This design comes from an exercise in tuning for small area on the open sky130 flow, not from production work.
Where RTL was checked, it was by simulation tests only, not by an equivalence proof against the original.
Only the layout flow was run in runs 1 to 3; the RTL was not checked for function there.
Power figures rest on the tool's default switching activity, not on a simulated workload.

==> flow/design.v <==
module hn_framer (
    input  wire        clk,
    input  wire        rst,
    input  wire        rx_en,       
    input  wire [7:0]  rx_byte,
    input  wire        clear,       
    input  wire [7:0]  sum,         
    input  wire        set_def,     
    output reg  [4:0]  len,         
    output reg         hdr_ok,      
    output reg         trl_ok,      
    output reg         csum_ok,     
    output reg  [15:0] rtype,       
    output reg         match_p01,   
    output reg         match_p45,   
    output reg         match_grp,   
    output wire        restart,     
    output wire        data_en      
);
    wire [7:0] node  = set_def ? 8'h45 : 8'h05;
    wire [7:0] group = set_def ? 8'h67 : 8'h02;
    reg csum_cur;
    reg m_p0, m_p4;
    assign restart = (rx_byte == 8'hAA) || (len == 5'd0);
    assign data_en = rx_en && !restart && (len >= 5'd5) && (len <= 5'd12);
    wire is_node  = (rx_byte == node);
    wire is_group = (rx_byte == group);
    always @(posedge clk) begin
        if (rst) begin
            len <= 5'd0;
        end else if (clear) begin
            len <= 5'd0;
        end else if (rx_en) begin
            if (restart)
                len <= 5'd1;
            else if (len != 5'd16)
                len <= len + 5'd1;
        end
    end
    always @(posedge clk) begin
        if (rx_en) begin
            trl_ok   <= (rx_byte == 8'hA5);
            csum_cur <= (sum == rx_byte);
            csum_ok  <= csum_cur;
            if (restart) begin
                hdr_ok <= (rx_byte == 8'hAA);
            end else begin
                case (len)
                5'd1: rtype[15:8] <= rx_byte;
                5'd2: rtype[7:0]  <= rx_byte;
                5'd3: m_p0        <= is_node;
                5'd4: match_p01   <= m_p0 && is_group;
                5'd7: m_p4        <= is_node;
                5'd8: begin
                    match_p45 <= m_p4 && is_group;
                    match_grp <= is_group || (rx_byte == 8'h00);
                end
                default: ;
                endcase
            end
        end
    end
endmodule
module hn_membank (
    input  wire       clk,
    input  wire       we,
    input  wire [7:0] wr_data,
    output wire [7:0] rd_data
);
    reg [767:0] ring;
    assign rd_data = ring[7:0];
    always @(posedge clk)
        ring <= {(we ? wr_data : ring[7:0]), ring[767:8]};
endmodule
module hn_core (
    input  wire         clk,
    input  wire         rst,
    input  wire         in_valid,
    input  wire         in_quiet,
    input  wire [7:0]   in_byte,
    output wire         in_ready,
    output wire         out_valid,
    output reg  [7:0]   out_byte,
    input  wire         out_ready,
    output wire         diag_valid,
    output reg  [3:0]   diag_code,
    output reg  [23:0]  diag_info,
    output wire         fr_rx_en,
    output wire         fr_clear,
    output reg  [7:0]   fr_sum,
    output reg          set_def,
    input  wire [4:0]   fr_len,
    input  wire         fr_hdr_ok,
    input  wire         fr_trl_ok,
    input  wire         fr_csum_ok,
    input  wire [15:0]  rtype,
    input  wire         match_p01,
    input  wire         match_p45,
    input  wire         match_grp,
    input  wire         fr_restart,
    input  wire         fr_data_en,
    output wire         mem_we,
    output wire [7:0]   mem_wr_data,
    input  wire [7:0]   mem_rd_data
);
    localparam [3:0] D_INVALID_FRAME  = 4'd1;
    localparam [3:0] D_CHECKSUM       = 4'd2;
    localparam [3:0] D_UNKNOWN_TYPE   = 4'd3;
    localparam [3:0] D_INVALID_FIELD  = 4'd4;
    localparam [3:0] D_UNHANDLED      = 4'd5;
    localparam [3:0] D_NO_PENDING     = 4'd6;
    localparam [3:0] D_OUT_OF_RANGE   = 4'd7;
    localparam [3:0] D_FLASH_PROGRAM  = 4'd8;
    localparam [3:0] D_ERASE_NOT_SUPP = 4'd9;
    localparam [2:0] S_IDLE = 3'd0, S_CHK = 3'd1, S_OP = 3'd2, S_TX = 3'd3, S_LOADA = 3'd4;
    localparam [1:0] R_ADDR = 2'd0, R_DATA = 2'd1, R_ID = 2'd2, R_DEF = 2'd3;
    reg [2:0]  state;
    reg        init;        
    reg [6:0]  pos;         
    reg        run;         
    reg        ephase;      
    reg [3:0]  j;           
    reg [1:0]  rkind;
    reg        rnet;        
    reg        chunk2;      
    reg        pend_valid;
    reg [23:0] pend_addr;
    reg [1:0]  pend_cmd;    
    reg [63:0] dring;       
    wire [7:0] dtap = dring[7:0];
    wire [7:0] p7   = dring[47:40];     
    wire [7:0] tap = mem_rd_data;
    wire in_plain   = (pend_addr[23:5] == 19'd0);
    wire in_flash   = (pend_addr[23:6] == 18'h40);
    wire span_ok    = (in_plain && pend_addr[4:0] <= 5'd24) ||
                      (in_flash && pend_addr[5:0] <= 6'd56);
    wire [6:0] base  = in_flash ? {1'b0, pend_addr[5:0]} : {2'b10, pend_addr[4:0]};
    wire [6:0] start = ephase ? {1'b0, pend_addr[5:4], 4'd0} : base;
    wire active = run || (pos == start);
    wire wcmd   = (pend_cmd == 2'd2);
    wire [2:0] aidx    = (state == S_IDLE) ? fr_len[2:0] : j[2:0];
    wire       d_align = (pos[2:0] == base[2:0] + aidx + 3'd3);
    wire       q_align = (pos[2:0] == base[2:0]);
    wire data_pos = (fr_len >= 5'd5) && (fr_len <= 5'd12);
    assign in_ready = (state == S_IDLE) && !init &&
                      (in_quiet ? q_align : (!data_pos || d_align));
    wire take  = in_valid && in_ready;
    assign fr_rx_en = take && !in_quiet;
    wire disp  = take && in_quiet && (fr_len != 5'd0);
    assign fr_clear = disp;
    wire shape_ok = fr_hdr_ok && fr_trl_ok && (fr_len >= 5'd5);
    wire is_net   = (fr_len == 5'd15);
    wire cmd_ok   = (p7 == 8'h01) || (p7 == 8'h02) || (p7 == 8'h03);
    wire [7:0] tlo = rtype[7:0];
    reg        d_diag;
    reg [3:0]  d_code;
    reg [23:0] d_info;
    reg        d_addr;      
    reg        d_op;        
    reg        d_id;        
    reg        d_def;       
    always @(*) begin
        d_diag = 1'b0;
        d_code = D_UNHANDLED;
        d_info = {8'd0, rtype};
        d_addr = 1'b0;
        d_op   = 1'b0;
        d_id   = 1'b0;
        d_def  = 1'b0;
        if (!shape_ok) begin
            d_diag = 1'b1; d_code = D_INVALID_FRAME; d_info = 24'd0;
        end else if (!fr_csum_ok) begin
            d_diag = 1'b1; d_code = D_CHECKSUM; d_info = 24'd0;
        end else if (is_net) begin
            case (rtype)
            16'h0100: d_diag = 1'b1;
            16'h0200: d_diag = match_p01;
            16'h0300, 16'h0301: begin
                if (!cmd_ok) begin
                    d_diag = 1'b1; d_code = D_INVALID_FIELD; d_info = {p7, rtype};
                end else
                    d_addr = match_p01 && !rtype[0];
            end
            16'h0400: begin
                if (match_p01) begin
                    if (!pend_valid) begin
                        d_diag = 1'b1; d_code = D_NO_PENDING; d_info = 24'd0;
                    end else if (!span_ok) begin
                        d_diag = 1'b1; d_code = D_OUT_OF_RANGE; d_info = pend_addr;
                    end else if (pend_cmd == 2'd3 && !in_flash) begin
                        d_diag = 1'b1; d_code = D_ERASE_NOT_SUPP; d_info = pend_addr;
                    end else
                        d_op = 1'b1;
                end
            end
            16'h1040, 16'h1060, 16'h10C0, 16'h10E0: d_id = match_p45;
            16'h1030, 16'h1050, 16'h10B0, 16'h10D0: d_id = match_grp;
            16'h1070: d_def = match_p45;
            16'h0401, 16'h1041, 16'h1061, 16'h1071, 16'h10C1, 16'h10E1,
            16'h1031, 16'h1051, 16'h10B1, 16'h10D1: ;
            default: begin d_diag = 1'b1; d_code = D_UNKNOWN_TYPE; end
            endcase
        end else begin
            case (rtype)
            16'h1040, 16'h1060, 16'h10C0, 16'h10E0: begin
                if (fr_len != 5'd5) begin
                    d_diag = 1'b1; d_code = D_INVALID_FRAME; d_info = 24'd0;
                end else
                    d_id = 1'b1;
            end
            16'h1000, 16'h1020, 16'h0200: begin
                d_diag = 1'b1;
                if (fr_len != 5'd5) begin
                    d_code = D_INVALID_FRAME; d_info = 24'd0;
                end
            end
            16'h1041, 16'h1061, 16'h10C1, 16'h10E1: begin
                d_diag = 1'b1;
                if (fr_len != 5'd13) begin
                    d_code = D_INVALID_FRAME; d_info = 24'd0;
                end
            end
            default: begin d_diag = 1'b1; d_code = D_UNKNOWN_TYPE; end
            endcase
        end
    end
    wire chk_on  = (state == S_CHK) && active;
    wire chk_bad = chk_on && ((dtap & ~tap) != 8'd0);
    wire op_on   = (state == S_OP) && active;
    wire op_wr   = op_on && (ephase || wcmd);
    assign mem_we      = init || op_wr;
    assign mem_wr_data = (init || ephase) ? 8'hFF : dtap;
    assign diag_valid = (disp && d_diag) || chk_bad;
    always @(*) begin
        if (state == S_CHK) begin
            diag_code = D_FLASH_PROGRAM;
            diag_info = {16'h0010, 2'b00, pos[5:0]};
        end else begin
            diag_code = d_code;
            diag_info = d_info;
        end
    end
    wire       in_data = (j >= 4'd5) && (j <= 4'd12);
    wire [2:0] di      = j[2:0] + 3'd3;
    wire       ring_b  = !rkind[1] && in_data;
    assign out_valid = (state == S_TX) && (!ring_b || (d_align && out_ready));
    wire       take_o  = out_valid && out_ready;
    reg [1:0] idk;
    always @(*) begin
        case (tlo[7:4])
        4'h4, 4'h3: idk = 2'd0;
        4'h6, 4'h5: idk = 2'd1;
        4'hC, 4'hB: idk = 2'd2;
        default:    idk = 2'd3;
        endcase
    end
    reg [7:0] id_byte;
    always @(*) begin
        id_byte = 8'hFF;
        case (idk)
        2'd0:  
            case (di)
            3'd0: id_byte = 8'h30; 3'd1: id_byte = 8'h00; 3'd2: id_byte = 8'h03;
            3'd3: id_byte = 8'hFF; 3'd4: id_byte = 8'h01; 3'd5: id_byte = 8'h23;
            3'd6: id_byte = 8'h45; default: id_byte = 8'h67;
            endcase
        2'd1, 2'd3:  
            if (idk == 2'd1) begin
                case (di)
                3'd0: id_byte = 8'h30; 3'd1: id_byte = 8'h00; 3'd2: id_byte = 8'h03;
                3'd3: id_byte = rnet ? 8'h66 : 8'h40;
                3'd4: id_byte = 8'h01;
                3'd5: id_byte = rnet ? 8'h02 : 8'h05;
                3'd6: id_byte = 8'h03; default: id_byte = 8'h04;
                endcase
            end else if (rnet) begin
                case ({chunk2, di})
                4'd0: id_byte = "R"; 4'd1: id_byte = "e"; 4'd2: id_byte = "l";
                4'd3: id_byte = "a"; 4'd4: id_byte = "y";
                default: id_byte = 8'h00;
                endcase
            end else begin
                case ({chunk2, di})
                4'd0: id_byte = "U"; 4'd1: id_byte = "A"; 4'd2: id_byte = "R";
                4'd3: id_byte = "T"; 4'd4: id_byte = " "; 4'd5: id_byte = "g";
                4'd6: id_byte = "a"; 4'd7: id_byte = "t";
                4'd8: id_byte = "e"; 4'd9: id_byte = "w"; 4'd10: id_byte = "a";
                4'd11: id_byte = "y"; 4'd12: id_byte = " "; 4'd13: id_byte = "1";
                default: id_byte = 8'h00;
                endcase
            end
        default:  
            case (di)
            3'd0: id_byte = 8'h5D; 3'd1: id_byte = 8'h2C; 3'd2: id_byte = 8'h0A;
            3'd3: id_byte = 8'h3F; default: id_byte = 8'hFF;
            endcase
        endcase
    end
    reg [7:0] data_byte;
    always @(*) begin
        case (rkind)
        R_ADDR: data_byte = (di == 3'd3 || di == 3'd4 || di == 3'd6 || di == 3'd7) ? 8'hFF : dtap;
        R_DATA:  data_byte = dtap;
        R_ID:    data_byte = id_byte;
        default: data_byte = 8'hFF;
        endcase
    end
    always @(*) begin
        case (j)
        4'd0:    out_byte = 8'hAA;
        4'd1:    out_byte = rtype[15:8];
        4'd2:    out_byte = rtype[7:0] | 8'h01;
        4'd3:    out_byte = set_def ? 8'h45 : 8'h05;
        4'd4:    out_byte = set_def ? 8'h67 : 8'h02;
        4'd13:   out_byte = fr_sum;
        4'd14:   out_byte = 8'hA5;
        default: out_byte = data_byte;
        endcase
    end
    wire dr_in  = fr_data_en;
    wire dr_cap = op_on && !ephase && !wcmd;
    always @(posedge clk)
        dring <= {(dr_in ? in_byte : dr_cap ? tap : dtap), dring[63:8]};
    wire [7:0] addend = (state == S_IDLE) ? in_byte : out_byte;
    wire       s_clr  = (state == S_IDLE) ? fr_restart : (j == 4'd0);
    always @(posedge clk)
        if (fr_rx_en || take_o)
            fr_sum <= s_clr ? 8'd0 : fr_sum + addend;
    always @(posedge clk) begin
        if (rst) begin
            state      <= S_IDLE;
            init       <= 1'b1;
            pos        <= 7'd0;
            run        <= 1'b0;
            set_def    <= 1'b0;
            pend_valid <= 1'b0;
            chunk2     <= 1'b0;
        end else begin
            pos <= (pos == 7'd95) ? 7'd0 : pos + 7'd1;
            if (pos == 7'd95)
                init <= 1'b0;
            case (state)
            S_IDLE: begin
                j      <= 4'd0;
                run    <= 1'b0;
                chunk2 <= 1'b0;
                if (disp) begin
                    rnet   <= is_net;
                    ephase <= (pend_cmd == 2'd3);
                    if (d_addr) begin
                        rkind      <= R_ADDR;
                        state      <= S_TX;
                    end
                    if (d_op) begin
                        rkind <= R_DATA;
                        state <= (wcmd && in_flash) ? S_CHK : S_OP;
                    end
                    if (d_id) begin
                        rkind <= R_ID;
                        state <= S_TX;
                    end
                    if (d_def) begin
                        set_def <= 1'b1;
                        rkind   <= R_DEF;
                        state   <= S_TX;
                    end
                end
            end
            S_CHK: begin
                if (active) begin
                    run <= 1'b1;
                    j   <= j + 4'd1;
                    if (chk_bad)
                        state <= S_IDLE;
                    else if (j == 4'd7) begin
                        run   <= 1'b0;
                        j     <= 4'd0;
                        state <= S_OP;
                    end
                end
            end
            S_OP: begin
                if (active) begin
                    run <= 1'b1;
                    j   <= j + 4'd1;
                    if (ephase) begin
                        if (j == 4'd15) begin
                            ephase <= 1'b0;
                            run    <= 1'b0;
                        end
                    end else if (j == 4'd7) begin
                        run   <= 1'b0;
                        j     <= 4'd0;
                        state <= S_TX;
                    end
                end
            end
            S_TX: begin
                if (take_o) begin
                    j <= (j == 4'd2 && !rnet) ? 4'd5 : j + 4'd1;
                    if (j == 4'd14) begin
                        j <= 4'd0;
                        if (rkind == R_ID && idk == 2'd3 && !chunk2)
                            chunk2 <= 1'b1;
                        else if (rkind == R_ADDR)
                            state <= S_LOADA;
                        else
                            state <= S_IDLE;
                    end
                end
            end
            S_LOADA: begin
                if (q_align) begin
                    pend_valid <= 1'b1;
                    pend_addr  <= {dring[7:0], dring[15:8], dring[23:16]};
                    pend_cmd   <= p7[1:0];
                    state      <= S_IDLE;
                end
            end
            default: state <= S_IDLE;
            endcase
        end
    end
endmodule
module hapcan_node (
    input  wire        clk,
    input  wire        rst,
    input  wire        in_valid,
    input  wire        in_quiet,
    input  wire [7:0]  in_byte,
    output wire        in_ready,
    output wire        out_valid,
    output wire [7:0]  out_byte,
    input  wire        out_ready,
    output wire        diag_valid,
    output wire [3:0]  diag_code,
    output wire [23:0] diag_info
);
    wire        fr_rx_en, fr_clear, set_def;
    wire [7:0]  fr_sum;
    wire [4:0]  fr_len;
    wire        fr_hdr_ok, fr_trl_ok, fr_csum_ok;
    wire [15:0] rtype;
    wire        match_p01, match_p45, match_grp;
    wire        fr_restart, fr_data_en;
    wire        mem_we;
    wire [7:0]  mem_wr_data, mem_rd_data;
    hn_framer u_framer (
        .clk       (clk),
        .rst       (rst),
        .rx_en     (fr_rx_en),
        .rx_byte   (in_byte),
        .clear     (fr_clear),
        .sum       (fr_sum),
        .set_def   (set_def),
        .len       (fr_len),
        .hdr_ok    (fr_hdr_ok),
        .trl_ok    (fr_trl_ok),
        .csum_ok   (fr_csum_ok),
        .rtype     (rtype),
        .match_p01 (match_p01),
        .match_p45 (match_p45),
        .match_grp (match_grp),
        .restart   (fr_restart),
        .data_en   (fr_data_en)
    );
    hn_membank u_mem (
        .clk     (clk),
        .we      (mem_we),
        .wr_data (mem_wr_data),
        .rd_data (mem_rd_data)
    );
    hn_core u_core (
        .clk         (clk),
        .rst         (rst),
        .in_valid    (in_valid),
        .in_quiet    (in_quiet),
        .in_byte     (in_byte),
        .in_ready    (in_ready),
        .out_valid   (out_valid),
        .out_byte    (out_byte),
        .out_ready   (out_ready),
        .diag_valid  (diag_valid),
        .diag_code   (diag_code),
        .diag_info   (diag_info),
        .fr_rx_en    (fr_rx_en),
        .fr_clear    (fr_clear),
        .fr_sum      (fr_sum),
        .set_def     (set_def),
        .fr_len      (fr_len),
        .fr_hdr_ok   (fr_hdr_ok),
        .fr_trl_ok   (fr_trl_ok),
        .fr_csum_ok  (fr_csum_ok),
        .rtype       (rtype),
        .match_p01   (match_p01),
        .match_p45   (match_p45),
        .match_grp   (match_grp),
        .fr_restart  (fr_restart),
        .fr_data_en  (fr_data_en),
        .mem_we      (mem_we),
        .mem_wr_data (mem_wr_data),
        .mem_rd_data (mem_rd_data)
    );
endmodule
==> flow/run.sh <==
#!/bin/bash
# synth_recipe.tcl (not shown) runs the flow's synth.tcl, then flattens the netlist and writes it again
# the make line also repeats each setting of config.mk as NAME=value (left out here)
make -C /OpenROAD-flow-scripts/flow DESIGN_CONFIG=/design/flow/config.mk WORK_HOME=/design/flow/orfs CLKGATE_MAP_FILE= SYNTH_SCRIPT=/design/flow/synth_recipe.tcl finish
==> flow/config.mk <==
export PLATFORM = sky130hd
export DESIGN_NAME = hapcan_node
export DESIGN_NICKNAME = hapcan_node
export VERILOG_FILES = /design/flow/design.v
export SDC_FILE = /design/flow/constraint.sdc
export NUM_CORES = 4
export LEC_CHECK = 0
export CAP_MARGIN = 20
export CORE_MARGIN = 2
export CORE_UTILIZATION = 70
export CTS_CLUSTER_DIAMETER = 50
export CTS_CLUSTER_SIZE = 24
export PLACE_DENSITY = 0.8
export SLEW_MARGIN = 20
==> flow/constraint.sdc <==
create_clock -name core_clock -period 15.0 [get_ports {clk}]
set_input_delay 3.0000 -clock core_clock [delete_from_list [all_inputs] [get_ports {clk}]]
set_output_delay 3.0000 -clock core_clock [all_outputs]
set_load 0.01 [all_outputs]
==> flow_summary.toml, run 1 <==
[detailed_routing]
drt.antenna.violating_nets = 0
avgRoutedWirePerCell_um = 26.8
first_pass_iters = 8
drt-initial-drc-count = 1901
routed_wl_mm = 59.7
routed_via_density = 6.18
drc = 0
via_count = 13800

[synthesis]
synthArstFlopShare_pct = 0
synth_edf_count = 67
synth-main-ff-cell = "dfxtp_1"
yosysSeqAreaShare_pct = 80.2
synth_cell_types = 75
synthCells = 1706
synth_top_family_by_area = "compound AO/OA/AOI/OAI gates"
netlist_area_um2 = 23800
postSynthAreaPerCell_um2 = 13.9
synth_top_area_share_pct = 71.7
syn_nets = 1742
synth-seq-cells = 919
synth_xor_area_share_pct = 1.28
yosys.area_share.simple_pct = 7.34
synth.area.mux_share_pct = 0.747
yosysWarnings = 3
synth_compound_area_share_pct = 7.54
synth_adder_area_share_pct = 1.28
synth.area.top_cells = "dfxtp_1, edfxtp_1, nor2_1"
yosys.area.top_type = "dfxtp_1"

[cells_and_area]
drive_gt1_share_pct = 5.50
layout_common_cells = "dfxtp_1, nor2_1, edfxtp_1, nand2_1"
layoutNonFillerInstCount = 2232
final_common_cell = "dfxtp_1"
nNetsFinal = 1802
areaGrowthSynthToFinish_pct = 10.2

[worst_setup_path]
startpoint_type = "primary input"
r2r_setup_slack_ps = 9740
ff2ff_path_depth = 19
worstPathArrival_ps = 5270
path_class = "primary input to output port"
worstPathMaxFanout = 7
cp.required_ps = 12000
r2r-start = "u_core.j[1]$_DFFE_PP_"
end_kind = "output port"
rr_endpoint = "u_core.fr_sum[6]$_SDFFCE_PP0P_"

[power]
p_per_area_nw_per_um2 = 152
comb_power_share_pct = 1.5
pwr-share-seq_pct = 61.9
switching_share_pct = 21.2
ir_worst_vdd_uv = 142
p_clk_share_pct = 36.6
cell_internal_pwr_uw = 3140
p_sw_uw = 847
p_leak_uw = 0.0102

[outcome]
status = "finished clean"

[min_path]
hold_depth = 0
hold_path_class = "flip-flop to flip-flop"
hp-start = "u_mem.ring[381]$_DFF_P_"
holdPathEnd = "u_mem.ring[373]$_DFF_P_"

[timing]
fmax_mhz = 121
hold_violations = 0
worst_slew_pin_slew_ps = 1160
period_needed_ps = 8270
finalSetupViolations = 0
finalSetupTns_ps = 0
grt_setup_unrepaired = "no"
finClkSkew_ps = 25.9
slew_violations = 0
post-route-period-util_pct = 55.1
max-slew-margin-rel_pct = 21.5

[place]
dp_cells = 2161
dp_hpwl_mm = 33.6
finalWeightedCongestion = 0.957
port_buffers = 51

[clock_tree]
clock_path_buffers = 3
post_cts_buffers = 0
clkSinkCount = 919
ctsResizeCount = 0
ctsHtreeMaxLevel = 2
cts_tree = "built"
clk_latency_ps = 630
clk_pin_slew_ps = 110
cts_buffers = 50
clockRootBuffer = "clkbuf_16"
holdBufCountCts = 0

[run]
maxCapViolCount = 0

[floorplanning]
initial_core_util_pct = 70.9
ios = 52
fp.dieH_um = 188
fp.coreArea_um2 = 33500
dieArea_um2 = 35500
num_rows = 67
fp.dieW_um = 188

[grt]
grt.overflow.total = 0
grt_pass1_vias = 14100
grt_max_degree = 28
antenna_found_initial = 0
grtUsageTotal_pct = 34.2
grt_pass1_wl_mm = 90.1
==> layout make-up <==
class                           instances  area [um2]
Clock inverter                         11         133
Timing Repair Buffer                   62         593
Clock buffer                           58        1340
Sequential cell                       919       19100
Inverter                               48         180
Fill cell                            1729        7310
Tap cell                              448         561
Multi-Input combinational cell        685        4340
Antenna cell                            1        2.50
==> stage by stage <==
| step | hold WS, ps | utilization, % | instance area, um2 | total power (uW) | worst slack, ps |
|---|---|---|---|---|---|
| 2_1_floorplan | 310 | - | 23800 | 2560 | 8060 |
| 3_3_place_gp | 311 | 73.7 | 24700 | 2580 | 6840 |
| 3_5_place_dp | 312 | 73.7 | 24700 | 2580 | 6750 |
| 4_1_cts | 321 | 78.1 | 26200 | 4000 | 6750 |
| 5_1_grt | 327 | 78.2 | 26200 | 4070 | 6500 |
| 6_report | 312 | 78.2 | 26200 | 3990 | 6730 |
==> logic make-up after synthesis <==
group / after synthesis
compound gates: 265
xor+xnor: 33
fa+ha+maj: 24
buf+inv: 102
flops: 919
mux: 17
simple gates: 346
==> power by group through the flow <==
stage	logic [uW]	clock network (uW)	registers, uW
after floorplan	34.1	0	2520
after global placement	55.6	0	2530
after detailed placement	56.7	0	2530
after CTS	58.3	1470	2470
after global routing	63.4	1540	2470
final	60.4	1460	2470
==> synthesized netlist by cell type, drive strengths merged (4+ instances only) <==
| master | count |
|---|---|
| dfxtp | 852 |
| nor2 | 89 |
| edfxtp | 67 |
| nand2 | 66 |
| o21ai | 55 |
| a21oi | 54 |
| clkbuf | 49 |
| inv | 48 |
| nor3 | 37 |
| nand3 | 25 |
| nor2b | 23 |
| xnor2 | 23 |
| ha | 22 |
| a22oi | 16 |
| nor4 | 16 |
| nand2b | 15 |
| nand4 | 15 |
| a21o | 13 |
| or3 | 13 |
| o21bai | 12 |
| mux2i | 11 |
| o211ai | 11 |
| a31oi | 10 |
| and2 | 10 |
| o22ai | 10 |
| a211oi | 9 |
| xor2 | 9 |
| a221oi | 8 |
| and3 | 8 |
| or4 | 7 |
| mux2 | 6 |
| or2 | 6 |
| a21boi | 5 |
| buf | 5 |
| nor4b | 5 |
| o21a | 5 |
| o31ai | 5 |
| a211o | 4 |
| a221o | 4 |
| a2bb2oi | 4 |
| a311oi | 4 |
==> worst max path at each step <==
stage | from | endpoint | cells past startpoint
floorplan | in_quiet | diag_valid | 3
detailed placement | in_quiet | diag_valid | 5
finish | in_quiet | diag_valid | 5
global placement | in_quiet | diag_valid | 5
CTS | in_quiet | diag_valid | 5
global route | in_quiet | diag_valid | 5
==> state kept, by name, summed over array words and instances (netlist names), 2 cells and up <==
register and flops:
u_mem.ring 768, u_core.dring 64, u_core.pend_addr 24, u_framer.rtype 16, u_core.fr_sum 8, u_core.pos 7, u_framer.len 5, u_core.j 4
u_core.state 3, u_core.pend_cmd 2, u_core.rkind 2
==> critical path, stage by stage <==
cell	delay, ps
clkdlybuf4s50_1	500
a211oi_1	370
nand4_1	370
o31ai_1	430
clkdlybuf4s50_1	600
==> per-layer routing <==
| metal | vias up | GRT usage (%) | wire length, um |
|---|---|---|---|
| met1 | 6544 | 43.9 | 22500 |
| met4 | 0 | 18.1 | 3720 |
| met2 | 1017 | 54.4 | 27300 |
| met3 | 295 | 8.42 | 6230 |
| met5 | - | 0 | 0 |
| li1 | 5929 | - | - |
==> run 2, diff against run 1 <==
--- a/flow/design.v
+++ b/flow/design.v
@@ -113,7 +113,7 @@
     localparam [3:0] D_FLASH_PROGRAM  = 4'd8;
     localparam [3:0] D_ERASE_NOT_SUPP = 4'd9;
-    localparam [2:0] S_IDLE = 3'd0, S_CHK = 3'd1, S_OP = 3'd2, S_TX = 3'd3, S_LOADA = 3'd4;
+    localparam [1:0] S_IDLE = 2'd0, S_CHK = 2'd1, S_OP = 2'd2, S_TX = 2'd3;
     localparam [1:0] R_ADDR = 2'd0, R_DATA = 2'd1, R_ID = 2'd2, R_DEF = 2'd3;
-    reg [2:0]  state;
+    reg [1:0]  state;
     reg        init;        
     reg [6:0]  pos;         
@@ -127,8 +127,13 @@
     reg [23:0] pend_addr;
     reg [1:0]  pend_cmd;    
-    reg [63:0] dring;       
-    wire [7:0] dtap = dring[7:0];
-    wire [7:0] p7   = dring[47:40];     
+    reg [63:0] dbuf;        
+    wire [7:0] dtop = dbuf[63:56];
+    wire [7:0] p7   = dbuf[23:16];
     wire [7:0] tap = mem_rd_data;
+    assign in_ready = (state == S_IDLE) && !init;
+    wire take  = in_valid && in_ready;
+    assign fr_rx_en = take && !in_quiet;
+    wire disp  = take && in_quiet && (fr_len != 5'd0);
+    assign fr_clear = disp;
     wire in_plain   = (pend_addr[23:5] == 19'd0);
     wire in_flash   = (pend_addr[23:6] == 18'h40);
@@ -139,14 +144,4 @@
     wire active = run || (pos == start);
     wire wcmd   = (pend_cmd == 2'd2);
-    wire [2:0] aidx    = (state == S_IDLE) ? fr_len[2:0] : j[2:0];
-    wire       d_align = (pos[2:0] == base[2:0] + aidx + 3'd3);
-    wire       q_align = (pos[2:0] == base[2:0]);
-    wire data_pos = (fr_len >= 5'd5) && (fr_len <= 5'd12);
-    assign in_ready = (state == S_IDLE) && !init &&
-                      (in_quiet ? q_align : (!data_pos || d_align));
-    wire take  = in_valid && in_ready;
-    assign fr_rx_en = take && !in_quiet;
-    wire disp  = take && in_quiet && (fr_len != 5'd0);
-    assign fr_clear = disp;
     wire shape_ok = fr_hdr_ok && fr_trl_ok && (fr_len >= 5'd5);
     wire is_net   = (fr_len == 5'd15);
@@ -226,9 +221,9 @@
     end
     wire chk_on  = (state == S_CHK) && active;
-    wire chk_bad = chk_on && ((dtap & ~tap) != 8'd0);
+    wire chk_bad = chk_on && ((dtop & ~tap) != 8'd0);
     wire op_on   = (state == S_OP) && active;
     wire op_wr   = op_on && (ephase || wcmd);
     assign mem_we      = init || op_wr;
-    assign mem_wr_data = (init || ephase) ? 8'hFF : dtap;
+    assign mem_wr_data = (init || ephase) ? 8'hFF : dtop;
     assign diag_valid = (disp && d_diag) || chk_bad;
     always @(*) begin
@@ -243,7 +238,5 @@
     wire       in_data = (j >= 4'd5) && (j <= 4'd12);
     wire [2:0] di      = j[2:0] + 3'd3;
-    wire       ring_b  = !rkind[1] && in_data;
-    assign out_valid = (state == S_TX) && (!ring_b || (d_align && out_ready));
-    wire       take_o  = out_valid && out_ready;
+    wire       take_o  = (state == S_TX) && out_ready;
     reg [1:0] idk;
     always @(*) begin
@@ -300,6 +293,6 @@
     always @(*) begin
         case (rkind)
-        R_ADDR: data_byte = (di == 3'd3 || di == 3'd4 || di == 3'd6 || di == 3'd7) ? 8'hFF : dtap;
-        R_DATA:  data_byte = dtap;
+        R_ADDR:  data_byte = (di == 3'd3 || di == 3'd4 || di == 3'd6 || di == 3'd7) ? 8'hFF : dtop;
+        R_DATA:  data_byte = dtop;
         R_ID:    data_byte = id_byte;
         default: data_byte = 8'hFF;
@@ -318,8 +311,12 @@
         endcase
     end
-    wire dr_in  = fr_data_en;
-    wire dr_cap = op_on && !ephase && !wcmd;
+    assign out_valid = (state == S_TX);
+    wire dshift = fr_data_en || (chk_on && !chk_bad) || (op_on && !ephase) ||
+                  (take_o && in_data);
+    wire [7:0] dnew = (state == S_IDLE) ? in_byte :
+                      (state == S_OP && !wcmd) ? tap : dtop;
     always @(posedge clk)
-        dring <= {(dr_in ? in_byte : dr_cap ? tap : dtap), dring[63:8]};
+        if (dshift)
+            dbuf <= {dbuf[55:0], dnew};
     wire [7:0] addend = (state == S_IDLE) ? in_byte : out_byte;
     wire       s_clr  = (state == S_IDLE) ? fr_restart : (j == 4'd0);
@@ -349,4 +346,7 @@
                     ephase <= (pend_cmd == 2'd3);
                     if (d_addr) begin
+                        pend_valid <= 1'b1;
+                        pend_addr  <= dbuf[63:40];
+                        pend_cmd   <= p7[1:0];
                         rkind      <= R_ADDR;
                         state      <= S_TX;
@@ -397,5 +397,5 @@
             end
             S_TX: begin
-                if (take_o) begin
+                if (out_ready) begin
                     j <= (j == 4'd2 && !rnet) ? 4'd5 : j + 4'd1;
                     if (j == 4'd14) begin
@@ -403,6 +403,4 @@
                         if (rkind == R_ID && idk == 2'd3 && !chunk2)
                             chunk2 <= 1'b1;
-                        else if (rkind == R_ADDR)
-                            state <= S_LOADA;
                         else
                             state <= S_IDLE;
@@ -410,13 +408,4 @@
                 end
             end
-            S_LOADA: begin
-                if (q_align) begin
-                    pend_valid <= 1'b1;
-                    pend_addr  <= {dring[7:0], dring[15:8], dring[23:16]};
-                    pend_cmd   <= p7[1:0];
-                    state      <= S_IDLE;
-                end
-            end
-            default: state <= S_IDLE;
             endcase
         end
==> flow/flow/run.sh (new file) <==
#!/bin/bash
# Layout flow: the standard ORFS flow, with two changes in how the
# layout is made:
#  * ports are buffered with sky130_fd_sc_hd__buf_1 instead of the default
#    (larger) buffer cell;
#  * clock tree synthesis uses larger sink clusters and no dummy loads.
# Each tool's output is in the ORFS logs (orfs/logs/...) and in flow.log.
set -euo pipefail
export BUFFER_PORTS_ARGS="-buffer_cell sky130_fd_sc_hd__buf_1"
export CTS_ARGS="-sink_clustering_enable -repair_clock_nets -sink_clustering_size 30 -sink_clustering_max_diameter 60 -dont_use_dummy_load"
bash standard.sh > flow.log 2>&1
==> flow/standard.sh (new file) <==
#!/bin/bash
# synth_recipe.tcl (not shown) runs the flow's synth.tcl, then flattens the netlist and writes it again
# the make line also repeats each setting of config.mk as NAME=value (left out here)
make -C /OpenROAD-flow-scripts/flow DESIGN_CONFIG=/design/flow/config.mk WORK_HOME=/design/flow/orfs CLKGATE_MAP_FILE= SYNTH_SCRIPT=/design/flow/synth_recipe.tcl "${@:-finish}"
--- a/flow/config.mk
+++ b/flow/config.mk
@@ -9,6 +9,4 @@
 export CORE_MARGIN = 2
 export CORE_UTILIZATION = 70
-export CTS_CLUSTER_DIAMETER = 50
-export CTS_CLUSTER_SIZE = 24
 export PLACE_DENSITY = 0.8
 export SLEW_MARGIN = 20
removed: flow/run.sh
==> run 2 against run 1 <==
- via count decreased by 3.8%
- die area increased by 1.9%
- worst hold slack worse by 31 ps
- critical path depth up 7
- still clean
- fmax is 18% higher
- global-route usage is 2.8 points lower
==> flow_summary.toml, run 2 <==
[outcome]
status = "finished clean"

[cells_and_area]
nFillCells = 1806
largest_reg_flops = 768
final_common_cell = "dfxtp_1"
reg_top3 = "u_mem.ring: 768 flops, u_core.dbuf: 64 flops, u_core.pend_addr: 24 flops"
nNetsFinal = 1770
layout_common_cells = "dfxtp_1, edfxtp_1, nor2_1, nand2_1, buf_1"
drive_gt1_share_pct = 4.74
areaGrowthSynthToFinish_pct = 6.74
top_register = "u_mem.ring"
finalInstanceArea_um2 = 25900

[worst_setup_path]
cp.required_ps = 12000
startpoint_type = "flip-flop"
critPathSlowestCell = "ha_1"
cpLargestDelayFamily = "compound AO/OA/AOI/OAI gates"
crit_chain = "inv_1 > ha_1 > xor2_1 > buf_4 > mux2_2 > o21ai_0 > o211ai_1 > o211ai_1 > nor2_1 > o21a_1 > nor2_1 > buf_1"
crit_buf_inv = 3
end_kind = "output port"
worstPathArrival_ps = 3990
worstPathMaxFanout = 17
path_class = "flip-flop to output port"
slowest_delay_ps = 640

[detailed_routing]
drc = 0
drt.antenna.violating_nets = 0
via_count = 13300
routed_wl_mm = 55.5
first_pass_iters = 6
drt-initial-drc-count = 1776
routed_via_density = 6.06
avgRoutedWirePerCell_um = 25.4

[clock_tree]
ctsResizeCount = 0
clkSinkCount = 918
clockRootBuffer = "clkbuf_16"
cts_tree = "built"
clk_pin_slew_ps = 110
clk_latency_ps = 610
clock_path_buffers = 3
holdBufCountCts = 0
post_cts_buffers = 0
ctsHtreeMaxLevel = 2
cts_buffers = 41

[power]
pwr-share-seq_pct = 66.9
p_per_area_nw_per_um2 = 144
switching_share_pct = 19.7
ir_worst_vdd_uv = 174
comb_power_share_pct = 0.6
p_sw_uw = 732
cell_internal_pwr_uw = 2990
p_leak_uw = 0.00976
p_clk_share_pct = 32.5

[timing]
period_needed_ps = 6990
finalSetupTns_ps = 0
finalSetupViolations = 0
slew_violations = 0
fmax_mhz = 143
max-slew-margin-rel_pct = 24.7
finClkSkew_ps = 83.3
grt_setup_unrepaired = "no"
post-route-period-util_pct = 46.6
worst_slew_pin_slew_ps = 1120
hold_violations = 0

[synthesis]
synthCells = 1683
postSynthAreaPerCell_um2 = 14.4
synth_xor_area_share_pct = 1.10
synth.area.top_cells = "dfxtp_1, edfxtp_1, nor2_1"
synth_adder_area_share_pct = 1.27
synth_cell_types = 79
yosysMostFrequentCell = "dfxtp_1"
synth.area.mux_share_pct = 0.547
yosysSeqAreaShare_pct = 81.2
synth-seq-cells = 918
synth_edf_count = 131
synth_top_family_by_area = "compound AO/OA/AOI/OAI gates"
synthTopCellsByCount = "dfxtp_1, edfxtp_1, nor2_1"
synth_compound_area_share_pct = 7.11
netlist_area_um2 = 24200
syn_nets = 1720
yosysWarnings = 3
synth-main-ff-cell = "dfxtp_1"
yosys.area.top_type = "dfxtp_1"
synth_top_area_share_pct = 65.0
synthArstFlopShare_pct = 0
yosys.area_share.simple_pct = 7.08

[floorplanning]
num_rows = 68
dieArea_um2 = 36100
initial_core_util_pct = 70.7
ios = 52
fp.dieW_um = 190
fp.coreArea_um2 = 34300
fp.dieH_um = 190

[run]
maxCapViolCount = 0

[grt]
grt_pass1_wl_mm = 83.8
grt_pass1_vias = 13300
grt.overflow.total = 0
antenna_found_initial = 1
grt_max_degree = 65
grtUsageTotal_pct = 31.5

[place]
dp_hpwl_mm = 31.5
place_area_um2 = 24800
finalWeightedCongestion = 0.913
port_buffers = 51

[min_path]
hold_path_class = "flip-flop to flip-flop"
-- run 2: area by class of cell --
type                            count  area, um2  share of cell area, %
Antenna cell                        1       2.50                0.00967
Clock buffer                       41       1030                   3.96
Inverter                           45        169                  0.653
Multi-Input combinational cell    669       4180                   16.2
Sequential cell                   918      19700                   76.1
Tap cell                          455        569                   2.20
Timing Repair Buffer               58        244                  0.943
-- run 2: through the flow --
step | hold WS [ps] | setup WS (ps) | instances | util (%) | power [uW]
2_1_floorplan | 310 | 7570 | 1683 | - | 2550
3_3_place_gp | 310 | 8250 | 2145 | 72.4 | 2560
3_5_place_dp | 312 | 8240 | 2145 | 72.4 | 2560
4_1_cts | 285 | 8100 | 2186 | 75.4 | 3720
5_1_grt | 281 | 7780 | 2186 | 75.5 | 3800
6_report | 282 | 8010 | 2187 | 75.5 | 3720
-- run 2: layer usage --
| layer | vias to the layer above | track usage (%) | part of all wire, % |
|---|---|---|---|
| met3 | 244 | 6.24 | 8.6 |
| li1 | 5827 | - | - |
| met5 | - | 0 | 0 |
| met1 | 6329 | 41.7 | 39 |
| met4 | 0 | 15.1 | 5.7 |
| met2 | 862 | 50.3 | 46 |
-- run 2: worst paths after layout --
check | cells after the start | slack (ps) | end | from
min | 0 | 280 | u_mem.ring[446]$_DFF_P_ | u_mem.ring[454]$_DFF_P_
min reg2reg | 0 | 280 | u_mem.ring[446]$_DFF_P_ | u_mem.ring[454]$_DFF_P_
max | 12 | 8010 | out_byte[0] | u_core.j[1]$_DFFE_PP_
max reg2reg | 19 | 9330 | u_core.fr_sum[7]$_SDFFCE_PP0P_ | u_core.j[1]$_DFFE_PP_
-- run 2: cells by family (layout without fill, tap and decap cells) --
family | after synthesis | in the layout
compound gates | 252 | 252
xor+xnor | 29 | 29
fa+ha+maj | 24 | 24
buf+inv | 96 | 144
flops | 918 | 918
mux | 13 | 13
other cells | 0 | 1
simple gates | 351 | 351
-- run 2: power groups by stage --
stage,clock network [uW],registers (uW),logic (uW)
final,1210,2490,21.5
after global routing,1290,2490,22.2
after CTS,1210,2490,20.3
after detailed placement,0,2540,18.8
after global placement,0,2540,17.4
after floorplan,0,2540,11.4
==> run 3, diff against run 2 <==
==> flow/flow/run.sh (replaced) <==
#!/bin/bash
# Layout flow: the standard ORFS flow (standard.sh), with these changes
# in how the layout is made:
#  * synthesis: the standard synthesis script (synth_recipe.tcl, ORFS
#    synth.tcl) maps the logic with an area-oriented ABC script
#    (flow/abc_area.script) instead of ORFS's delay-oriented one, and lets
#    ABC map adders instead of the platform's adder cells. Registers are
#    mapped exactly as in the standard synthesis.
#  * ports are buffered with sky130_fd_sc_hd__buf_1;
#  * clock tree synthesis uses larger sink clusters and no dummy loads.
# Tool output: flow_synth.log and flow.log here, and ORFS's logs under orfs/logs.
set -euo pipefail
here=$(pwd)
rm -rf "$here/scripts_synth"
cp -r "$FLOW_HOME/scripts" "$here/scripts_synth"
cp "$here/flow/abc_area.script" "$here/scripts_synth/abc_speed.script"
SCRIPTS_DIR="$here/scripts_synth" ADDER_MAP_FILE= bash standard.sh synth > flow_synth.log 2>&1
export BUFFER_PORTS_ARGS="-buffer_cell sky130_fd_sc_hd__buf_1"
export CTS_ARGS="-sink_clustering_enable -repair_clock_nets -sink_clustering_size 30 -sink_clustering_max_diameter 60 -dont_use_dummy_load"
bash standard.sh > flow.log 2>&1
==> flow/flow/abc_area.script (new file) <==
strash
&get -n
&fraig -x
&put
scorr
dc2
dretime
strash
&get -n
&dch -f
&nf
&put
==> run 3 against run 2 <==
- final cell count decreased by 1.8%
- sequential share of layout area increased by 1.6 points
- utilization increased by 0.71 points
- synthesized cell count decreased by 5.0%
- first-iteration DRC count decreased by 19%
- area after synthesis decreased by 3.1%
- count of clock-buffer cells in the layout unchanged
- clock skew about the same
- critical endpoint is now out_byte[6]
- highest routed layer is now met5
==> flow_summary.toml, run 3 <==
[timing]
slew_violations = 0
finClkSkew_ps = 83.5
worst_slew_pin_slew_ps = 992
finalSetupTns_ps = 0
post-route-period-util_pct = 47.3
finalSetupViolations = 0
hold_violations = 0
max-slew-margin-rel_pct = 33.9
fmax_mhz = 141
grt_setup_unrepaired = "no"
period_needed_ps = 7090

[synthesis]
synth-main-ff-cell = "dfxtp_1"
synthTopCellsByCount = "dfxtp_1, edfxtp_1, nor2_1"
synth.area.top_cells = "dfxtp_1, edfxtp_1, nor2_1"
synthArstFlopShare_pct = 0
postSynthAreaPerCell_um2 = 14.7
synth_edf_count = 131
syn_nets = 1612
yosysWarnings = 3
yosys.area.top_type = "dfxtp_1"
synth_cell_types = 61
yosysSeqAreaShare_pct = 83.8
netlist_area_um2 = 23500
synth-seq-cells = 918
synth_top_area_share_pct = 67.0
yosysMostFrequentCell = "dfxtp_1"
synthCells = 1599

[place]
finalWeightedCongestion = 0.928
dp_cells = 2106
dp_hpwl_mm = 31.8
port_buffers = 51

[power]
comb_power_share_pct = 0.6
p_leak_uw = 0.00927
total_power_uw = 3700
cell_internal_pwr_uw = 2990
ir_worst_vdd_uv = 133
pwr-share-seq_pct = 67.3
switching_share_pct = 19.3
p_sw_uw = 714
p_clk_share_pct = 32.1
p_per_area_nw_per_um2 = 146

[clock_tree]
clkSinkCount = 918
ctsHtreeMaxLevel = 2
clock_path_buffers = 3
clockRootBuffer = "clkbuf_16"
post_cts_buffers = 0
clk_pin_slew_ps = 110
clk_latency_ps = 600
cts_buffers = 41
cts_tree = "built"
holdBufCountCts = 0
ctsResizeCount = 0

[detailed_routing]
drt-initial-drc-count = 1430
via_count = 12800
drc = 0
drt.antenna.violating_nets = 0
routed_via_density = 5.97
avgRoutedWirePerCell_um = 24.5
routed_wl_mm = 52.6
first_pass_iters = 8

[floorplanning]
dieArea_um2 = 35100
fp.dieW_um = 187
ios = 52
fp.coreArea_um2 = 33300
fp.dieH_um = 187
initial_core_util_pct = 70.6
num_rows = 67

[cells_and_area]
nFillCells = 1803
layoutNonFillerInstCount = 2147
nNetsFinal = 1714
layout_common_cells = "dfxtp_1, edfxtp_1, nor2_1, nand2_1, a21oi_1"
drive_gt1_share_pct = 3.06
largest_reg_flops = 768
seqCellArea_um2 = 19700
final_common_cell = "dfxtp_1"
reg_top3 = "u_mem.ring: 768 flops, u_core.dbuf: 64 flops, u_core.pend_addr: 24 flops"
areaGrowthSynthToFinish_pct = 7.90
diodes = 0
multi_input_area_um2 = 3730
postLayoutCoreUtil_pct = 76.2
top_register = "u_mem.ring"

[worst_setup_path]
worstPathMaxFanout = 16
end_kind = "output port"
cp.required_ps = 12000
slowest_delay_ps = 760
critPathSlowestCell = "edfxtp_1"
cpLargestDelayFamily = "simple AND/OR/NAND/NOR gates"
startpoint_type = "flip-flop"
crit_buf_inv = 2
crit_chain = "nor2b_1 > nand3_1 > and2_0 > o21ai_0 > o221ai_1 > a21oi_1 > nor2_1 > a211oi_1 > clkinv_1 > buf_1"
worstPathArrival_ps = 4090
path_class = "flip-flop to output port"

[run]
maxCapViolCount = 0

[grt]
grt_pass1_vias = 13100
antenna_found_initial = 1
grt_pass1_wl_mm = 80.4
grt_max_degree = 65
grt.overflow.total = 0
grtUsageTotal_pct = 30.6

[min_path]
hold_path_class = "flip-flop to flip-flop"

[outcome]
status = "finished clean"
## run 3: cell count changes in the layout (fill, tap and decap cells not counted), moves of 11 or more
cell      before  now
ha_1          23    0
clkinv_1       2   27
mux2i_1       11    0
nor3_1        22   35
nor2b_1        9   20
inv_1         43    0
o21ai_0       48   62
and2_0         0   13
a21oi_1       50   66
## run 3: power by group through the flow
stage | logic, uW | clock network, uW | registers, uW
6_report | 23.1 | 1190 | 2490
3_5_place_dp | 21.6 | 0 | 2540
4_1_cts | 22.2 | 1200 | 2490
3_3_place_gp | 20.6 | 0 | 2540
5_1_grt | 24.6 | 1270 | 2490
2_1_floorplan | 12.1 | 0 | 2540
## run 3: worst paths after layout
| path | start | endpoint | slack [ps] | cells after the start |
|---|---|---|---|---|
| worst max-delay path | u_framer.rtype[6]$_DFFE_PP_ | out_byte[6] | 7910 | 10 |
| worst max register to register | u_core.j[0]$_DFFE_PP_ | u_core.fr_sum[7]$_SDFFCE_PP0P_ | 9450 | 13 |
| worst min register to register | u_mem.ring[12]$_DFF_P_ | u_mem.ring[4]$_DFF_P_ | 310 | 0 |
| worst min-delay path | u_mem.ring[12]$_DFF_P_ | u_mem.ring[4]$_DFF_P_ | 310 | 0 |
## run 3: per-stage QoR
step | instance area [um2] | hold WS [ps] | setup slack [ps]
detailed placement | 24300 | 312 | 8000
global placement | 24300 | 310 | 8020
floorplan | 23500 | 310 | 7950
finish | 25400 | 310 | 7910
CTS | 25400 | 295 | 8010
global route | 25400 | 299 | 7910
## run 3: area by class of cell
type | instances | area share (%)
clock buffers | 41 | 4.05
inverters | 27 | 0.400
multi-input cells | 654 | 14.7
flip-flops and latches | 918 | 77.6
well taps | 448 | 2.21
repair buffers | 59 | 0.992
## run 3: kinds of logic after synthesis
logic type	after synthesis	share of synthesized area (%)
AOI/OAI and AO/OA	255	7.06
xor gates and xnor gates	25	0.932
adders and majority gates	2	0.0852
buffers and inverters	27	0.431
DFF	918	83.8
muxes	1	0.0479
and+or+nand+nor	371	7.66
## run 3: metal layers
metal	vias up	global-route usage [%]	wire length, um
met1	6072	40.1	20500
met4	2	16.9	3130
met2	835	49.2	24600
met3	207	5.33	4430
li1	5708	-	-
met5	-	0	16
==> run 4, diff against run 3 <==
--- a/flow/design.v
+++ b/flow/design.v
@@ -236,6 +236,8 @@
         end
     end
-    wire       in_data = (j >= 4'd5) && (j <= 4'd12);
-    wire [2:0] di      = j[2:0] + 3'd3;
+    wire [3:0] last    = rnet ? 4'd14 : 4'd12;
+    wire [3:0] d_first = rnet ? 4'd5 : 4'd3;
+    wire       in_data = (j >= d_first) && (j < d_first + 4'd8);
+    wire [2:0] di      = j[2:0] - d_first[2:0];
     wire       take_o  = (state == S_TX) && out_ready;
     reg [1:0] idk;
@@ -300,14 +302,20 @@
     end
     always @(*) begin
-        case (j)
-        4'd0:    out_byte = 8'hAA;
-        4'd1:    out_byte = rtype[15:8];
-        4'd2:    out_byte = rtype[7:0] | 8'h01;
-        4'd3:    out_byte = set_def ? 8'h45 : 8'h05;
-        4'd4:    out_byte = set_def ? 8'h67 : 8'h02;
-        4'd13:   out_byte = fr_sum;
-        4'd14:   out_byte = 8'hA5;
-        default: out_byte = data_byte;
-        endcase
+        if (j == 4'd0)
+            out_byte = 8'hAA;
+        else if (j == 4'd1)
+            out_byte = rtype[15:8];
+        else if (j == 4'd2)
+            out_byte = rtype[7:0] | 8'h01;
+        else if (j == last)
+            out_byte = 8'hA5;
+        else if (j == last - 4'd1)
+            out_byte = fr_sum;
+        else if (in_data)
+            out_byte = data_byte;
+        else if (j == 4'd3)
+            out_byte = set_def ? 8'h45 : 8'h05;
+        else
+            out_byte = set_def ? 8'h67 : 8'h02;
     end
     assign out_valid = (state == S_TX);
@@ -319,9 +327,10 @@
         if (dshift)
             dbuf <= {dbuf[55:0], dnew};
-    wire [7:0] addend = (state == S_IDLE) ? in_byte : out_byte;
-    wire       s_clr  = (state == S_IDLE) ? fr_restart : (j == 4'd0);
-    always @(posedge clk)
-        if (fr_rx_en || take_o)
-            fr_sum <= s_clr ? 8'd0 : fr_sum + addend;
+    always @(posedge clk) begin
+        if (fr_rx_en)
+            fr_sum <= fr_restart ? 8'd0 : fr_sum + in_byte;
+        else if (take_o)
+            fr_sum <= (j == 4'd0) ? 8'd0 : fr_sum + out_byte;
+    end
     always @(posedge clk) begin
         if (rst) begin
@@ -398,6 +407,6 @@
             S_TX: begin
                 if (out_ready) begin
-                    j <= (j == 4'd2 && !rnet) ? 4'd5 : j + 4'd1;
-                    if (j == 4'd14) begin
+                    j <= j + 4'd1;
+                    if (j == last) begin
                         j <= 4'd0;
                         if (rkind == R_ID && idk == 2'd3 && !chunk2)
==> flow/run.sh (new file) <==
#!/bin/bash
# synth_recipe.tcl (not shown) runs the flow's synth.tcl, then flattens the netlist and writes it again
# the make line also repeats each setting of config.mk as NAME=value (left out here)
make -C /OpenROAD-flow-scripts/flow DESIGN_CONFIG=/design/flow/config.mk WORK_HOME=/design/flow/orfs CLKGATE_MAP_FILE= SYNTH_SCRIPT=/design/flow/synth_recipe.tcl finish
--- a/flow/config.mk
+++ b/flow/config.mk
@@ -8,5 +8,4 @@
 export CAP_MARGIN = 20
 export CORE_MARGIN = 2
-export CORE_UTILIZATION = 70
-export PLACE_DENSITY = 0.8
+export CORE_UTILIZATION = 40
 export SLEW_MARGIN = 20
removed: flow/flow/run.sh
removed: flow/flow/abc_area.script
removed: flow/standard.sh
==> run 4 against run 3 <==
- largest power group unchanged
- sequential share of layout area is 8.9 points lower
- routed wire length down 12%
- critical path type unchanged
- non-clock buffer count is 3 higher
==> flow_summary.toml, run 4 <==
[outcome]
status = "finished clean"

[synthesis]
synth_cell_types = 82
syn_nets = 1739
synthCells = 1686
postSynthAreaPerCell_um2 = 14.5
synthTopCellsByCount = "dfxtp_1, edfxtp_1, nor2_1"
synth-seq-cells = 918
synth_top_area_share_pct = 64.3
yosys.area.top_type = "dfxtp_1"
yosysSeqAreaShare_pct = 80.4
synthArstFlopShare_pct = 0
synth.area.top_cells = "dfxtp_1, edfxtp_1, ha_1"
synth_edf_count = 131
netlist_area_um2 = 24500
synth-main-ff-cell = "dfxtp_1"
yosysMostFrequentCell = "dfxtp_1"
yosysWarnings = 3

[clock_tree]
post_cts_buffers = 0
clkSinkCount = 918
holdBufCountCts = 0
cts_buffers = 81
ctsResizeCount = 0
clk_pin_slew_ps = 60
clk_latency_ps = 620
cts_tree = "built"
clock_path_buffers = 3
clockRootBuffer = "clkbuf_16"
ctsHtreeMaxLevel = 3

[cells_and_area]
layout_common_cells = "dfxtp_1, edfxtp_1, nor2_1, clkbuf_16, nand2_1"
reg_top3 = "u_mem.ring: 768 flops, u_core.dbuf: 64 flops, u_core.pend_addr: 24 flops"
finalInstanceArea_um2 = 28700
areaGrowthSynthToFinish_pct = 17.0
top_register = "u_mem.ring"
drive_gt1_share_pct = 8.76
layoutNonFillerInstCount = 2632
diodes = 0
nNetsFinal = 1843
final_common_cell = "dfxtp_1"
largest_reg_flops = 768

[timing]
worst_slew_pin_slew_ps = 869
fmax_mhz = 125
post-route-period-util_pct = 53.4
finClkSkew_ps = 22.9
max-slew-margin-rel_pct = 41.9
period_needed_ps = 8010
finalSetupTns_ps = 0
finalSetupViolations = 0
hold_ws_ps = 307
hold_violations = 0
slew_violations = 0
grt_setup_unrepaired = "no"

[detailed_routing]
routed_wl_mm = 46.4
avgRoutedWirePerCell_um = 17.6
routed_via_density = 4.78
via_count = 12600
drt-initial-drc-count = 710
first_pass_iters = 5
drc = 0
drt.antenna.violating_nets = 0

[place]
dp_hpwl_mm = 30.2
place_area_um2 = 25900
finalWeightedCongestion = 0.908
dp_cells = 2489
port_buffers = 51

[worst_setup_path]
worstPathMaxFanout = 16
cp.required_ps = 12000
path_class = "flip-flop to output port"
critPathSlowestCell = "edfxtp_1"
worstPathArrival_ps = 5010
slowest_delay_ps = 720
startpoint_type = "flip-flop"
cpLargestDelayFamily = "buffers and inverters"
crit_buf_inv = 3
end_kind = "output port"
crit_chain = "inv_1 > fa_1 > xnor2_1 > buf_4 > a21oi_1 > o21ai_1 > o21ai_0 > or4b_2 > a31oi_1 > clkdlybuf4s50_1"
cp-startpoint = "u_core.rnet$_DFFE_PP_"
r2r-start = "u_core.rnet$_DFFE_PP_"

[grt]
grtUsageTotal_pct = 14.8
grt_max_degree = 65
antenna_found_initial = 0
grt_pass1_wl_mm = 72.4
grt_pass1_vias = 12600
grt.overflow.total = 0

[floorplanning]
initial_core_util_pct = 40.5
fp.dieW_um = 251
dieArea_um2 = 63200
num_rows = 90
fp.dieH_um = 251
ios = 52
fp.coreArea_um2 = 60500

[power]
total_power_uw = 4570
p_per_area_nw_per_um2 = 159
p_leak_uw = 0.0108
ir_worst_vdd_uv = 99.3

[min_path]
hold_path_class = "flip-flop to flip-flop"
hp-start = "u_mem.ring[14]$_DFF_P_"

[run]
maxCapViolCount = 0
==> run 4: final timing paths <==
| check | endpoint | slack, ps | cells past startpoint |
|---|---|---|---|
| worst max-delay path | out_byte[6] | 6990 | 10 |
| worst min-delay path | u_mem.ring[6]$_DFF_P_ | 310 | 0 |
| worst max register to register | u_core.fr_sum[7]$_DFFE_PP_ | 9300 | 17 |
| worst min register to register | u_mem.ring[6]$_DFF_P_ | 310 | 0 |
==> run 4: through the flow <==
stage / setup WS [ps] / util, %
5_1_grt: 6710 / 47.4
2_1_floorplan: 8160 / -
4_1_cts: 7020 / 47.4
3_5_place_dp: 7010 / 42.9
6_report: 6990 / 47.4
3_3_place_gp: 7030 / 42.9
==> run 4: routing by layer <==
layer	wire length (um)	GRT usage, %	share of wire (%)	vias to the layer above
met2	20800	23.2	45	327
met5	0	0	0	-
met1	22000	20.4	47	6106
met4	1400	5.61	3.0	0
met3	2200	2.68	4.7	101
li1	-	-	-	6043
==> run 4: worst reg2reg max path: stages (launching register included) <==
cell and delay [ps]:
edfxtp_1 720, inv_1 310, fa_1 560, xnor2_1 190, buf_4 240, mux2i_1 280
nand2_1 80, a221oi_1 340, nor4_1 130, o31a_1 260, nor4_1 530, ha_1 360
a21oi_1 210, o21ai_0 180, o41ai_1 670, nor3b_1 130, mux2i_1 160, nand3_1 80
==> run 4: where the power goes <==
group,internal (uW),switching [uW],total (uW)
Combinational,8.55,12.6,21.1
Clock,1190,869,2060
Sequential,2490,1.46,2490
Total,3680,883,4570
==> run 4: area by class of cell <==
| class | instances | area, um2 |
|---|---|---|
| inverter | 36 | 135 |
| timing repair buffer | 62 | 593 |
| fill | 5188 | 31800 |
| sequential | 918 | 19700 |
| clock inverter | 27 | 395 |
| tap | 782 | 978 |
| multi-input combinational | 691 | 4520 |
| clock buffer | 116 | 2340 |
==> run 4: logic make-up after synthesis <==
group / synth area share [%]
DFF: 80.4
and+or+nand+nor: 7.53
AOI/OAI and AO/OA: 7.02
buffers and inverters: 1.22
xor gates and xnor gates: 0.966
muxes: 0.695
adders and majority gates: 2.18

[static timing again, ports no longer ideal]
The results above use ideal ports. As a check the final layouts listed here were re-extracted and re-timed, cells and wires unchanged.
Step 1 (the two cells are an assumption about what drives the block):
set clk [get_ports {clk}]
set_driving_cell -lib_cell sky130_fd_sc_hd__clkbuf_16 $clk
set_driving_cell -lib_cell sky130_fd_sc_hd__buf_2 [delete_from_list [all_inputs] $clk]
Step 2 times the ports against the registers' clock, not the clock port: input delays grow and output delays shrink by t, the midpoint of the rising clock arrivals with the driver on.
Three values: no drivers, after step 1, after step 2; two values: the first two.
run | shift t [ns] | slack for setup (ns) | hold WS [ns] | worst setup path after step 2 | worst slew at a driven data input, ns
run 1 | 0.663 | 6.728 / 6.708 / 6.708 | 0.312 / 0.312 / 0.312 | input to output | 0.07
run 2 | 0.629 | 8.015 / 7.956 / 8.200 | 0.282 / 0.282 / 0.282 | input to output | 0.08
run 3 | 0.619 | 7.907 / 7.847 / 7.984 | 0.310 / 0.310 / 0.310 | input to output | 0.03
run 4 | 0.663 | 6.988 / 6.936 / 6.992 | 0.307 / 0.307 / 0.307 | input to output | 0.03
After both steps setup and hold are still met in every run listed. The setup slack of run 1, which loses most, moves by -0.020 ns with the drivers and by -0.020 ns with both steps.
